Source: an optimization exercise on an open RTL-to-GDS flow (aim: small area, a short achievable clock period and few clock cycles). Production flows keep margins and buffers that such runs may drop. Function was checked by simulation only, so behaviour that the tests miss may differ from the original. Power figures rest on the tool's default switching activity, not on a simulated workload.

Setup of north:
==> flow/design.v (excerpt) <==
module sla_layer_codec (
    input  wire        clk,
    input  wire        rst,
    input  wire        cmd_valid,
    output wire        cmd_ready,
    input  wire        cmd_op,        
    input  wire [7:0]  cmd_w,
    input  wire [7:0]  cmd_h,
    input  wire [3:0]  cmd_n,         
    input  wire [19:0] cmd_len,       
    output reg         mem_re,
    output reg         mem_we,
    output reg  [15:0] mem_addr,
    output reg  [7:0]  mem_wdata,
    input  wire [7:0]  mem_rdata,
    output wire        tok_out_valid,
    input  wire        tok_out_ready,
    output wire [7:0]  tok_out_data,
    input  wire        tok_in_valid,
    output wire        tok_in_ready,
    input  wire [7:0]  tok_in_data,
    output wire        done,
    output wire        done_fail,
    output wire [3:0]  done_code,
    output wire [31:0] done_word
);
    localparam [3:0]
        ST_IDLE  = 4'd0,
        ST_MUL   = 4'd1,    
        ST_SRUN  = 4'd2,    
        ST_MSTR  = 4'd4,    
        ST_MRMW  = 4'd5,    
        ST_MCHK  = 4'd6,    
        ST_MGRP  = 4'd7,    
        ST_MTAIL = 4'd8,    
        ST_MSLOW = 4'd9,    
        ST_DONE  = 4'd10;
    reg [3:0]  st;
    reg        f_idle, f_srun, f_mstr;    
    reg        op;
    reg        pz;           
    reg [3:0]  nreg;
    reg [2:0]  mcnt;
    reg [15:0] pm1;          
    reg [15:0] idx;
    reg [26:0] pl;           
    reg [26:0] D;            
    reg [19:0] blft;
    reg        blz;
  ...
Size in the first run: about 1900 cells after synthesis, about 140 I/O pins, about 17000 um2 of cells after synthesis.
==> flow/config.mk <==
export PLATFORM = sky130hd
export DESIGN_NAME = sla_layer_codec
export DESIGN_NICKNAME = sla_layer_codec
export VERILOG_FILES = /design/flow/design.v
export SDC_FILE = /design/flow/constraint.sdc
export NUM_CORES = 4
export LEC_CHECK = 0
export CAP_MARGIN = 20
export CORE_MARGIN = 2
export CORE_UTILIZATION = 40
export PLACE_DENSITY = 0.6
export SETUP_SLACK_MARGIN = 5
export SLEW_MARGIN = 20
==> flow/constraint.sdc <==
create_clock -name core_clock -period 10.0 [get_ports {clk}]
set_input_delay 2.0000 -clock core_clock [delete_from_list [all_inputs] [get_ports {clk}]]
set_output_delay 2.0000 -clock core_clock [all_outputs]
set_load 0.01 [all_outputs]
standard.sh (not shown) runs the stock make flow with config.mk's settings and CLKGATE_MAP_FILE= SYNTH_SCRIPT=/design/flow/synth_recipe.tcl, a recipe that flattens the netlist after the stock synthesis.
==> flow/flow/run.sh <==
#!/bin/bash
# The standard layout (standard.sh: standard synthesis, floorplan, place,
# CTS, route, finish), with the timing repair aiming 6 ns below the clock
# period instead of config.mk's at most 5 ns.  Full tool output: flow.log.
set -euo pipefail
bash standard.sh SETUP_SLACK_MARGIN=6 finish > flow.log 2>&1
Testbench counts of north, summed over its fixed seeds: cycles 457,048.
Changes in south relative to north:
--- a/flow/flow/run.sh
+++ b/flow/flow/run.sh
@@ -3 +3 @@
-# CTS, route, finish), with the timing repair aiming 6 ns below the clock
+# CTS, route, finish), with the timing repair aiming 6.5 ns below the clock
@@ -6 +6 @@
-bash standard.sh SETUP_SLACK_MARGIN=6 finish > flow.log 2>&1
+bash standard.sh SETUP_SLACK_MARGIN=6.5 finish > flow.log 2>&1
### Flow results
Internal power: south vs north up about 3.5%. Critical path depth, north and south, higher one = south. Diff north -> south: worst max-slew margin expressed relative to the limit -0.72 points; utilization higher; met2 usage in global routing increased by 2.4 points relative to the old numbers; fraction of met1 tracks used by global routing now larger.

---

sla_layer_codec, a different RTL version from the one above (not shown whole).
Size in the first run: roughly 2000 cells after synthesis, ~0.018 mm^2 of cells after synthesis.
Design sla_layer_codec, start of the top module:
module sla_layer_codec (
    input  wire        clk,
    input  wire        rst,
    input  wire        cmd_valid,
    output wire        cmd_ready,
    input  wire        cmd_op,        
    input  wire [7:0]  cmd_w,
    input  wire [7:0]  cmd_h,
    input  wire [3:0]  cmd_n,         
    input  wire [19:0] cmd_len,       
    output reg         mem_re,
    output reg         mem_we,
    output reg  [15:0] mem_addr,
    output reg  [7:0]  mem_wdata,
    input  wire [7:0]  mem_rdata,
    output wire        tok_out_valid,
    input  wire        tok_out_ready,
    output wire [7:0]  tok_out_data,
    input  wire        tok_in_valid,
    output wire        tok_in_ready,
    input  wire [7:0]  tok_in_data,
    output wire        done,
    output wire        done_fail,
    output wire [3:0]  done_code,
    output wire [31:0] done_word
);
export LEC_CHECK = 0
export CAP_MARGIN = 20
export CORE_MARGIN = 2
export CORE_UTILIZATION = 40
export PLACE_DENSITY = 0.6
export SETUP_SLACK_MARGIN = 5
export SLEW_MARGIN = 20
create_clock -name core_clock -period 10.0 [get_ports {clk}]
==> flow/flow/run.sh <==
#!/bin/bash
# The standard layout (standard.sh: standard synthesis, floorplan, place,
# CTS, route, finish), with the timing repair aiming 6.75 ns below the clock
# period instead of config.mk's at most 5 ns.  Full tool output: flow.log.
set -euo pipefail
bash standard.sh SETUP_SLACK_MARGIN=6.75 finish > flow.log 2>&1
Testbench counts at the start, summed over its fixed seeds: cycles 457,048.
Then changed:
==> flow/flow/run.sh (replaced) <==
#!/bin/bash
# The standard layout (standard.sh: standard synthesis, floorplan, place,
# CTS, route, finish), with the timing repair aiming 6.5 ns below the clock
# period instead of config.mk's at most 5 ns.  Full tool output: flow.log.
set -euo pipefail
bash standard.sh SETUP_SLACK_MARGIN=6.5 finish > flow.log 2>&1
Final cell count fell by a few percent.
Design area drops by a few percent.
Power falls by a few percent.
Global-route usage shrinks by 0.52 points.
Wire length drops by a few percent.
Worst setup slack improved by 0.017 ns.
Count of clock-buffer cells in the layout went down by 11.
Combinational power fell by a little under a tenth.
Register-to-register slack stays flat.
Clock skew rose by 0.028 ns.

separate check: timing with driven ports:
How much do the figures lean on ideal ports? The routed layouts below were timed once more, with nothing changed but the port constraints. Step 1 assumes that a clkbuf_16 drives the clock port and a buf_2 every other input. Step 2 also shifts input and output timing later by t, the mid clock arrival at the registers, as if the neighbouring blocks saw the same clock. Three values: ideal ports, drivers, drivers and shift; two values: the first two.
run	t, ns	setup slack, ns	latest minus earliest clock arrival (ns)	worst data-port slew with drivers (ns)
north	0.626	5.879 / 5.826 / 5.548	0.028 / 0.028	0.06
south	0.642	6.219 / 6.163 / 5.932	0.031 / 0.032	0.06
the first run of note 2	0.647	6.348 / 6.290 / 5.925	0.013 / 0.013	0.06
the second run of note 2	0.639	6.364 / 6.306 / 5.953	0.041 / 0.041	0.04
After both steps setup and hold are still met in every run listed. For the first run of note 2, which loses most, drivers alone change the setup slack by -0.058 ns; drivers and shift together by -0.423 ns.
